Context: an optimization exercise on an open-source flow, tuned for small area, a short achievable clock period and few clock cycles per item. The choices shown serve that exercise and are no tape-out recipe.
At most, simulation tests tie the RTL to the original design; equivalence was not proved.
No activity file was given, so power comes from the tool's default toggle rates.

Setup of oak:
## cobs_enc
module cobs_enc (
    input  wire       clk,
    input  wire       rst,           
    input  wire       in_valid,
    output wire       in_ready,
    input  wire [7:0] in_data,
    input  wire       in_last,       
    input  wire       in_empty,      
    input  wire       in_pre,        
    input  wire       in_cs,         
    output reg        out_valid,
    input  wire       out_ready,
    output reg  [7:0] out_data,
    output reg        out_last       
);
Size in the first run: roughly 1700 cells after synthesis, ~670 flip-flops, ~27 I/O pins, ~28000 um2 of cells after synthesis.
==> flow/config.mk <==
export PLATFORM = sky130hd
export DESIGN_NAME = cobs_enc
export DESIGN_NICKNAME = cobs_enc
export VERILOG_FILES = /design/flow/design.v
export SDC_FILE = /design/flow/constraint.sdc
export NUM_CORES = 4
export LEC_CHECK = 0
export CAP_MARGIN = 20
export CORE_MARGIN = 2
export CORE_UTILIZATION = 40
export CTS_BUF_LIST = sky130_fd_sc_hd__clkbuf_8
export CTS_CLUSTER_SIZE = 24
export SETUP_SLACK_MARGIN = 5
export SLEW_MARGIN = 20
==> flow/constraint.sdc <==
create_clock -name core_clock -period 8.0 [get_ports {clk}]
set_input_delay 1.6000 -clock core_clock [delete_from_list [all_inputs] [get_ports {clk}]]
set_output_delay 1.6000 -clock core_clock [all_outputs]
set_load 0.01 [all_outputs]
run.sh (not shown) runs the stock make flow with config.mk's settings and CLKGATE_MAP_FILE= SYNTH_SCRIPT=/design/flow/synth_recipe.tcl, a recipe that flattens the netlist after the stock synthesis.
Testbench counts of oak, summed over its fixed seeds: cycles 22,869, bytes 21,605.
Input changes introduced in maple (baseline for comparison: oak):
--- a/flow/design.v
+++ b/flow/design.v
@@ -88,21 +88,30 @@
     wire [7:0] wd     = lit_p ? tb : (p_v ? p_d : res_d);
     wire       we     = lit_p ? lit_ok : (p_v || res);
     wire       w1     = consume && t_data && (t_new != t_nz);
     wire       w2     = consume && t_data && t_new && t_nz;
     wire [7:0] in_crc = (first ? SEED : crc) ^ h_data;
     wire [7:0] crc_next;
     csum8_table u_table (.idx(in_crc), .val(crc_next));
     wire       p_read;      
     wire       pf_pop, ef_pop;
-    always @(posedge clk) begin
-        if (we)
-            mem[wa] <= wd;
+    reg        w_v;
+    reg  [5:0] w_a;
+    reg  [7:0] w_d;
+    always @(posedge clk) begin
+        if (rst)
+            w_v <= 1'b0;
+        else
+            w_v <= we;
+        w_a <= wa;
+        w_d <= wd;
+        if (w_v)
+            mem[w_a] <= w_d;
     end
     integer i;
     always @(posedge clk) begin
         for (i = 0; i < PD; i = i + 1)
             if (pf_pop ? (i == PD - 1 || !pfv[i + 1]) : !pfv[i])
                 pf[i] <= h_pre;
             else if (pf_pop)
                 pf[i] <= pf[(i + 1) % PD];
         for (i = 0; i < ED; i = i + 1)
@@ -206,51 +215,48 @@
                         kn <= 1'b1;
                         k2 <= k == 2'd1;
                     end
                 end
             end
         end
     end
     reg        o_body;      
     reg  [5:0] lits;        
-    reg        lits_nz;     
+    wire       lits_nz = lits != 6'd0;
     wire [6:0] cp      = open ? osa : wp;      
     wire       advance = !out_valid || out_ready;
     wire       byp     = p_v && p_a == rp[5:0];
-    wire [7:0] rd      = byp ? p_d : mem[rp[5:0]];
+    wire       w_hit   = w_v && w_a == rp[5:0];
+    wire [7:0] rd      = w_hit ? w_d : (byp ? p_d : mem[rp[5:0]]);
     wire       st_pre  = !o_body && pfv[0] && pf[0];
     wire       body    = o_body || (pfv[0] && !pf[0]);
     wire       at_end  = efv[0] && rp == ef[0];
     wire       e_lit   = body && lits_nz;
     wire       e_term  = body && !lits_nz && at_end;
     wire       e_code  = body && !lits_nz && !at_end && rp != cp;
     wire       e_v     = st_pre || e_lit || e_term || e_code;
     assign p_read = advance && e_code && byp;
     assign pf_pop = advance && !o_body && pfv[0];
     assign ef_pop = advance && e_term;
     always @(posedge clk) begin
         if (rst) begin
             out_valid <= 1'b0;
             o_body    <= 1'b0;
-            lits_nz   <= 1'b0;
+            lits      <= 6'd0;
             rp        <= 7'd0;
         end else if (advance) begin
             out_valid <= e_v;
             out_data  <= (e_lit || e_code) ? rd : 8'h00;
             out_last  <= e_term;
             if (!o_body && pfv[0])
                 o_body <= 1'b1;
-            if (e_lit) begin
-                lits    <= lits - 6'd1;
-                lits_nz <= lits != 6'd1;
-            end
-            if (e_code) begin
-                lits    <= rd[5:0];
-                lits_nz <= rd[5:0] != 6'd0;
-            end
+            if (e_lit)
+                lits <= lits - 6'd1;
+            if (e_code)
+                lits <= rd[5:0];
             if (e_lit || e_code)
                 rp <= rp + 7'd1;
             if (e_term)
                 o_body <= 1'b0;
         end
     end
 endmodule
[summary]
Compared to oak, maple has proportion of power drawn by the clock network 1.8 points lower. On wire length per cell after detailed routing: maple sits below oak. In the metrics for maple and oak, the one carrying the higher post-route minimum period is maple. The run showing the greater final core area utilization is oak. Cmp maple and oak / number of non-filler instances in the completed layout / lower: oak. [maple] number of flip-flops and latches rose 14 relative to oak. maple vs. oak: register area share after synthesis shows a reduction of 0.81 points; peak clock frequency supported by timing moved down; tapcell count increased by 10 relative to the old numbers; worst-margin pin slew now larger; wire length reported by the detailed router saw an increase. The met1 capacity usage during global routing number comes out higher for oak vs maple. | area overhead of the layout relative to synthesis | higher: oak |. oak vs maple, cell with the largest stage delay on the worst path: sky130_fd_sc_hd__clkdlybuf4s50_1 vs sky130_fd_sc_hd__edfxtp_1. Higher final total power goes to oak over maple.
Function not checked in maple: the RTL went through the layout flow alone.


The RTL this note starts from:
==> flow/design.v <==
module csum8_table (
    input  wire [7:0] idx,
    output wire [7:0] val
);
    assign val[0] = idx[2] ^ idx[4] ^ idx[5];
    assign val[1] = idx[0] ^ idx[3] ^ idx[5] ^ idx[6];
    assign val[2] = idx[0] ^ idx[1] ^ idx[4] ^ idx[6] ^ idx[7];
    assign val[3] = idx[0] ^ idx[1] ^ idx[4] ^ idx[7];
    assign val[4] = idx[0] ^ idx[1] ^ idx[4];
    assign val[5] = idx[1] ^ idx[2] ^ idx[5];
    assign val[6] = idx[0] ^ idx[2] ^ idx[3] ^ idx[6];
    assign val[7] = idx[1] ^ idx[3] ^ idx[4] ^ idx[7];
endmodule
module cobs_enc (
    input  wire       clk,
    input  wire       rst,           
    input  wire       in_valid,
    output wire       in_ready,
    input  wire [7:0] in_data,
    input  wire       in_last,       
    input  wire       in_empty,      
    input  wire       in_pre,        
    input  wire       in_cs,         
    output reg        out_valid,
    input  wire       out_ready,
    output reg  [7:0] out_data,
    output reg        out_last       
);
    localparam [7:0] SEED = 8'h55;
    localparam integer PD = 4;       
    localparam integer ED = 3;       
    reg  [7:0] mem [0:63];
    reg  [6:0] wp, rp;
    wire [6:0] wp1 = wp + 7'd1;
    wire       room1 = !(wp[6] != rp[6] && wp[5:0] == rp[5:0]);
    wire       room2 = room1 && !(wp1[6] != rp[6] && wp1[5:0] == rp[5:0]);
    reg        h_v, h_nz, h_last, h_empty, h_pre, h_cs;
    reg  [7:0] h_data;
    reg        s_v, s_nz, s_last, s_empty, s_pre, s_cs;
    reg  [7:0] s_data;
    assign in_ready = !s_v;
    wire accept = in_valid && !s_v;
    wire [12:0] in_beat = {in_data != 8'h00, in_last, in_empty, in_pre, in_cs, in_data};
    reg        in_frame;    
    reg        cs_cyc;      
    reg        fin;         
    reg        open;        
    reg  [6:0] osa;         
    reg  [5:0] n;
    reg  [1:0] k;
    reg        kn;          
    reg        k2;          
    reg  [7:0] crc;
    reg        crc_nz;
    reg        p_v;         
    reg  [5:0] p_a;
    reg  [7:0] p_d;
    reg  [PD-1:0] pf, pfv;           
    reg  [6:0]    ef [0:ED-1];       
    reg  [ED-1:0] efv;
    wire       tv     = cs_cyc || h_v;
    wire [7:0] tb     = cs_cyc ? crc : h_data;
    wire       t_nz   = cs_cyc ? crc_nz : h_nz;
    wire       first  = !cs_cyc && !in_frame;
    wire       t_data = cs_cyc || !h_empty;
    wire       ob     = open && !first;
    wire       t_lit  = t_data && t_nz;
    wire       t_split = t_lit && ob && kn;
    wire       t_new   = t_data && (!ob || t_split);      
    wire       t_zclose = t_data && !t_nz && ob && k2;
    wire       t_end  = cs_cyc || (h_last && !h_cs);
    wire       need2  = t_lit && t_new;
    wire       need1  = t_lit || t_new;
    wire       t_room = need2 ? room2 : (need1 ? room1 : 1'b1);
    wire       fin_go = fin && !efv[ED-1];
    wire       fin_r  = fin_go && open;
    wire       split_r = tv && t_split && !fin;
    wire       consume = tv && t_room && (!fin || fin_go) &&
                         !(first && pfv[PD-1]) &&
                         !(p_v && t_lit && (t_split || fin_r));
    wire       h_take  = consume && !cs_cyc;
    wire       zc_r   = consume && t_zclose;
    wire       res    = split_r || zc_r || fin_r;
    wire [7:0] res_d  = zc_r ? {2'd3, n} : {k, n};
    wire [5:0] lit_a  = t_new ? wp1[5:0] : wp[5:0];
    wire       lit_p  = tv && t_lit && !(p_v && (t_split || fin_r));
    wire       lit_ok = need2 ? room2 : room1;
    wire [5:0] wa     = lit_p ? lit_a : (p_v ? p_a : osa[5:0]);
    wire [7:0] wd     = lit_p ? tb : (p_v ? p_d : res_d);
    wire       we     = lit_p ? lit_ok : (p_v || res);
    wire       w1     = consume && t_data && (t_new != t_nz);
    wire       w2     = consume && t_data && t_new && t_nz;
    wire [7:0] in_crc = (first ? SEED : crc) ^ h_data;
    wire [7:0] crc_next;
    csum8_table u_table (.idx(in_crc), .val(crc_next));
    wire       p_read;      
    wire       pf_pop, ef_pop;
    reg        w_v;
    reg  [5:0] w_a;
    reg  [7:0] w_d;
    always @(posedge clk) begin
        if (rst)
            w_v <= 1'b0;
        else
            w_v <= we;
        w_a <= wa;
        w_d <= wd;
        if (w_v)
            mem[w_a] <= w_d;
    end
    integer i;
    always @(posedge clk) begin
        for (i = 0; i < PD; i = i + 1)
            if (pf_pop ? (i == PD - 1 || !pfv[i + 1]) : !pfv[i])
                pf[i] <= h_pre;
            else if (pf_pop)
                pf[i] <= pf[(i + 1) % PD];
        for (i = 0; i < ED; i = i + 1)
            if (ef_pop ? (i == ED - 1 || !efv[i + 1]) : !efv[i])
                ef[i] <= wp;
            else if (ef_pop)
                ef[i] <= ef[(i + 1) % ED];
    end
    wire pf_push = consume && first;
    always @(posedge clk) begin
        if (rst) begin
            pfv <= {PD{1'b0}};
            efv <= {ED{1'b0}};
        end else begin
            if (pf_push && !pf_pop)
                pfv <= {pfv[PD-2:0], 1'b1};
            else if (pf_pop && !pf_push)
                pfv <= {1'b0, pfv[PD-1:1]};
            if (fin_go && !ef_pop)
                efv <= {efv[ED-2:0], 1'b1};
            else if (ef_pop && !fin_go)
                efv <= {1'b0, efv[ED-1:1]};
        end
    end
    always @(posedge clk) begin
        if (rst) begin
            h_v      <= 1'b0;
            s_v      <= 1'b0;
            in_frame <= 1'b0;
            cs_cyc   <= 1'b0;
            fin      <= 1'b0;
            open     <= 1'b0;
            p_v      <= 1'b0;
            wp       <= 7'd0;
        end else begin
            if (!h_v || h_take) begin
                if (s_v) begin
                    h_v <= 1'b1;
                    {h_nz, h_last, h_empty, h_pre, h_cs, h_data} <=
                        {s_nz, s_last, s_empty, s_pre, s_cs, s_data};
                end else begin
                    h_v <= accept;
                    {h_nz, h_last, h_empty, h_pre, h_cs, h_data} <= in_beat;
                end
                s_v <= s_v && accept;
                if (accept)
                    {s_nz, s_last, s_empty, s_pre, s_cs, s_data} <= in_beat;
            end else if (accept) begin
                s_v <= 1'b1;
                {s_nz, s_last, s_empty, s_pre, s_cs, s_data} <= in_beat;
            end
            if (p_read)
                p_v <= res && (lit_p || p_v);
            else
                p_v <= res ? (lit_p || p_v) : (p_v && lit_p);
            if (res) begin
                p_a <= osa[5:0];
                p_d <= res_d;
            end
            if (w2)
                wp <= wp + 7'd2;
            else if (w1)
                wp <= wp1;
            if (fin_go) begin
                fin  <= 1'b0;
                open <= 1'b0;
            end
            if (split_r)
                open <= 1'b0;
            if (consume) begin
                if (cs_cyc)
                    cs_cyc <= 1'b0;
                else begin
                    in_frame <= !h_last;
                    crc      <= h_empty ? SEED : crc_next;
                    crc_nz   <= h_empty ? 1'b1 : (crc_next != 8'h00);
                    if (h_last && h_cs)
                        cs_cyc <= 1'b1;
                end
                if (t_end)
                    fin <= 1'b1;
                if (t_data) begin
                    if (t_new) begin
                        open <= 1'b1;
                        osa  <= wp;
                        n    <= t_nz ? 6'd1 : 6'd0;
                        k    <= t_nz ? 2'd0 : 2'd1;
                        kn   <= !t_nz;
                        k2   <= 1'b0;
                    end else if (t_nz) begin
                        n  <= n + 6'd1;
                        kn <= n == 6'd62;
                    end else if (t_zclose) begin
                        open <= 1'b0;
                    end else begin
                        k  <= k + 2'd1;
                        kn <= 1'b1;
                        k2 <= k == 2'd1;
                    end
                end
            end
        end
    end
    reg        o_body;      
    reg  [5:0] lits;        
    reg        lits_nz;     
    wire [6:0] cp      = open ? osa : wp;      
    wire       advance = !out_valid || out_ready;
    wire       byp     = p_v && p_a == rp[5:0];
    wire       w_hit   = w_v && w_a == rp[5:0];
    wire [7:0] rd      = w_hit ? w_d : (byp ? p_d : mem[rp[5:0]]);
    wire       st_pre  = !o_body && pfv[0] && pf[0];
    wire       body    = o_body || (pfv[0] && !pf[0]);
    wire       at_end  = efv[0] && rp == ef[0];
    wire       e_lit   = body && lits_nz;
    wire       e_term  = body && !lits_nz && at_end;
    wire       e_code  = body && !lits_nz && !at_end && rp != cp;
    wire       e_v     = st_pre || e_lit || e_term || e_code;
    assign p_read = advance && e_code && byp;
    assign pf_pop = advance && !o_body && pfv[0];
    assign ef_pop = advance && e_term;
    always @(posedge clk) begin
        if (rst) begin
            out_valid <= 1'b0;
            o_body    <= 1'b0;
            lits_nz   <= 1'b0;
            rp        <= 7'd0;
        end else if (advance) begin
            out_valid <= e_v;
            out_data  <= (e_lit || e_code) ? rd : 8'h00;
            out_last  <= e_term;
            if (!o_body && pfv[0])
                o_body <= 1'b1;
            if (e_lit) begin
                lits    <= lits - 6'd1;
                lits_nz <= lits != 6'd1;
            end
            if (e_code) begin
                lits    <= rd[5:0];
                lits_nz <= rd[5:0] != 6'd0;
            end
            if (e_lit || e_code)
                rp <= rp + 7'd1;
            if (e_term)
                o_body <= 1'b0;
        end
    end
endmodule
export LEC_CHECK = 0
export CAP_MARGIN = 20
export CORE_MARGIN = 2
export CORE_UTILIZATION = 40
export CTS_BUF_LIST = sky130_fd_sc_hd__clkbuf_16
export CTS_CLUSTER_DIAMETER = 80
export CTS_CLUSTER_SIZE = 20
export SLEW_MARGIN = 20
create_clock -name core_clock -period 8.0 [get_ports {clk}]
standard.sh (not shown) runs the stock make flow with config.mk's settings and CLKGATE_MAP_FILE= SYNTH_SCRIPT=/design/flow/synth_recipe.tcl, a recipe that flattens the netlist after the stock synthesis.
==> flow/flow/run.sh <==
#!/bin/bash
# Layout flow: the standard flow (standard.sh, unchanged synthesis) with
# a tighter setup target for the repair steps, resizing not held to the
# original cell footprint, and port buffers from a faster buffer cell.
set -euo pipefail
bash standard.sh \
    SETUP_SLACK_MARGIN=5.2 \
    MATCH_CELL_FOOTPRINT=0 \
    "BUFFER_PORTS_ARGS=-buffer_cell sky130_fd_sc_hd__buf_4" \
    finish > standard_flow.log 2>&1
Next try:
--- a/flow/design.v
+++ b/flow/design.v
@@ -29,8 +29,7 @@
     localparam [7:0] SEED = 8'h55;
     localparam integer PD = 4;       
-    localparam integer ED = 3;       
+    localparam integer ED = 4;       
     reg  [7:0] mem [0:63];
-    reg  [6:0] wp, rp;
-    wire [6:0] wp1 = wp + 7'd1;
+    reg  [6:0] wp, wp1, rp;          
     wire       room1 = !(wp[6] != rp[6] && wp[5:0] == rp[5:0]);
     wire       room2 = room1 && !(wp1[6] != rp[6] && wp1[5:0] == rp[5:0]);
@@ -148,4 +147,5 @@
             p_v      <= 1'b0;
             wp       <= 7'd0;
+            wp1      <= 7'd1;
         end else begin
             if (!h_v || h_take) begin
@@ -173,8 +173,11 @@
                 p_d <= res_d;
             end
-            if (w2)
-                wp <= wp + 7'd2;
-            else if (w1)
-                wp <= wp1;
+            if (w2) begin
+                wp  <= wp + 7'd2;
+                wp1 <= wp1 + 7'd2;
+            end else if (w1) begin
+                wp  <= wp1;
+                wp1 <= wp1 + 7'd1;
+            end
             if (fin_go) begin
                 fin  <= 1'b0;
Effect:
- The changed run went through all stages and came out clean
- final area went up by about 2%
- sequential power is higher by about 2%
- flip-flop and latch count rose by 15
- combinational power increases by 8.4%
- critical path depth decreases by 6
- via count rises by 5.1%
- worst setup slack improved by 0.12 ns
- first-iteration DRC count is higher by 27%
- sequential share of layout area is about the same
- total power grows by about 0.5%
- cell count goes up by 4.6%
Testbench counts after the change, summed over its fixed seeds: cycles 22,869, bytes 21,605.
For the first run of this note, only the layout was checked, not whether the RTL still works.

==> re-timing with driven ports <==
The flow's constraints put no driver on any port. The routed layouts listed below were extracted and timed again, unchanged, in two steps. Step 1 (the two cells are an assumption about what drives the block):
set clk [get_ports {clk}]
set_driving_cell -lib_cell sky130_fd_sc_hd__clkbuf_16 $clk
set_driving_cell -lib_cell sky130_fd_sc_hd__buf_2 [delete_from_list [all_inputs] $clk]
Step 2 adds t to the input delays and takes it off the output delays; t is the mean of the earliest and latest rising clock arrival at the registers after step 1. Input paths then give back, and output paths get back, about the clock's delay inside the block. Slacks: ideal ports / drivers / drivers and shift; pairs: ideal ports / drivers.
| run | t (ns) | setup WS [ns] | slew at the worst register clock pin (ns) | worst slew at a driven data input, ns |
|---|---|---|---|---|
| oak | 0.766 | 5.027 / 5.012 / 4.297 | 0.07 / 0.07 | 0.04 |
| maple | 0.756 | 4.963 / 4.907 / 4.334 | 0.07 / 0.07 | 0.03 |
| the first run of note 2 | 0.656 | 5.020 / 5.004 / 4.834 | 0.09 / 0.09 | 0.03 |
| the second run of note 2 | 0.651 | 5.142 / 5.078 / 4.821 | 0.09 / 0.09 | 0.05 |
After both steps setup and hold are still met in every run listed. The setup slack of oak, which loses most, moves by -0.015 ns with the drivers and by -0.730 ns with both steps.
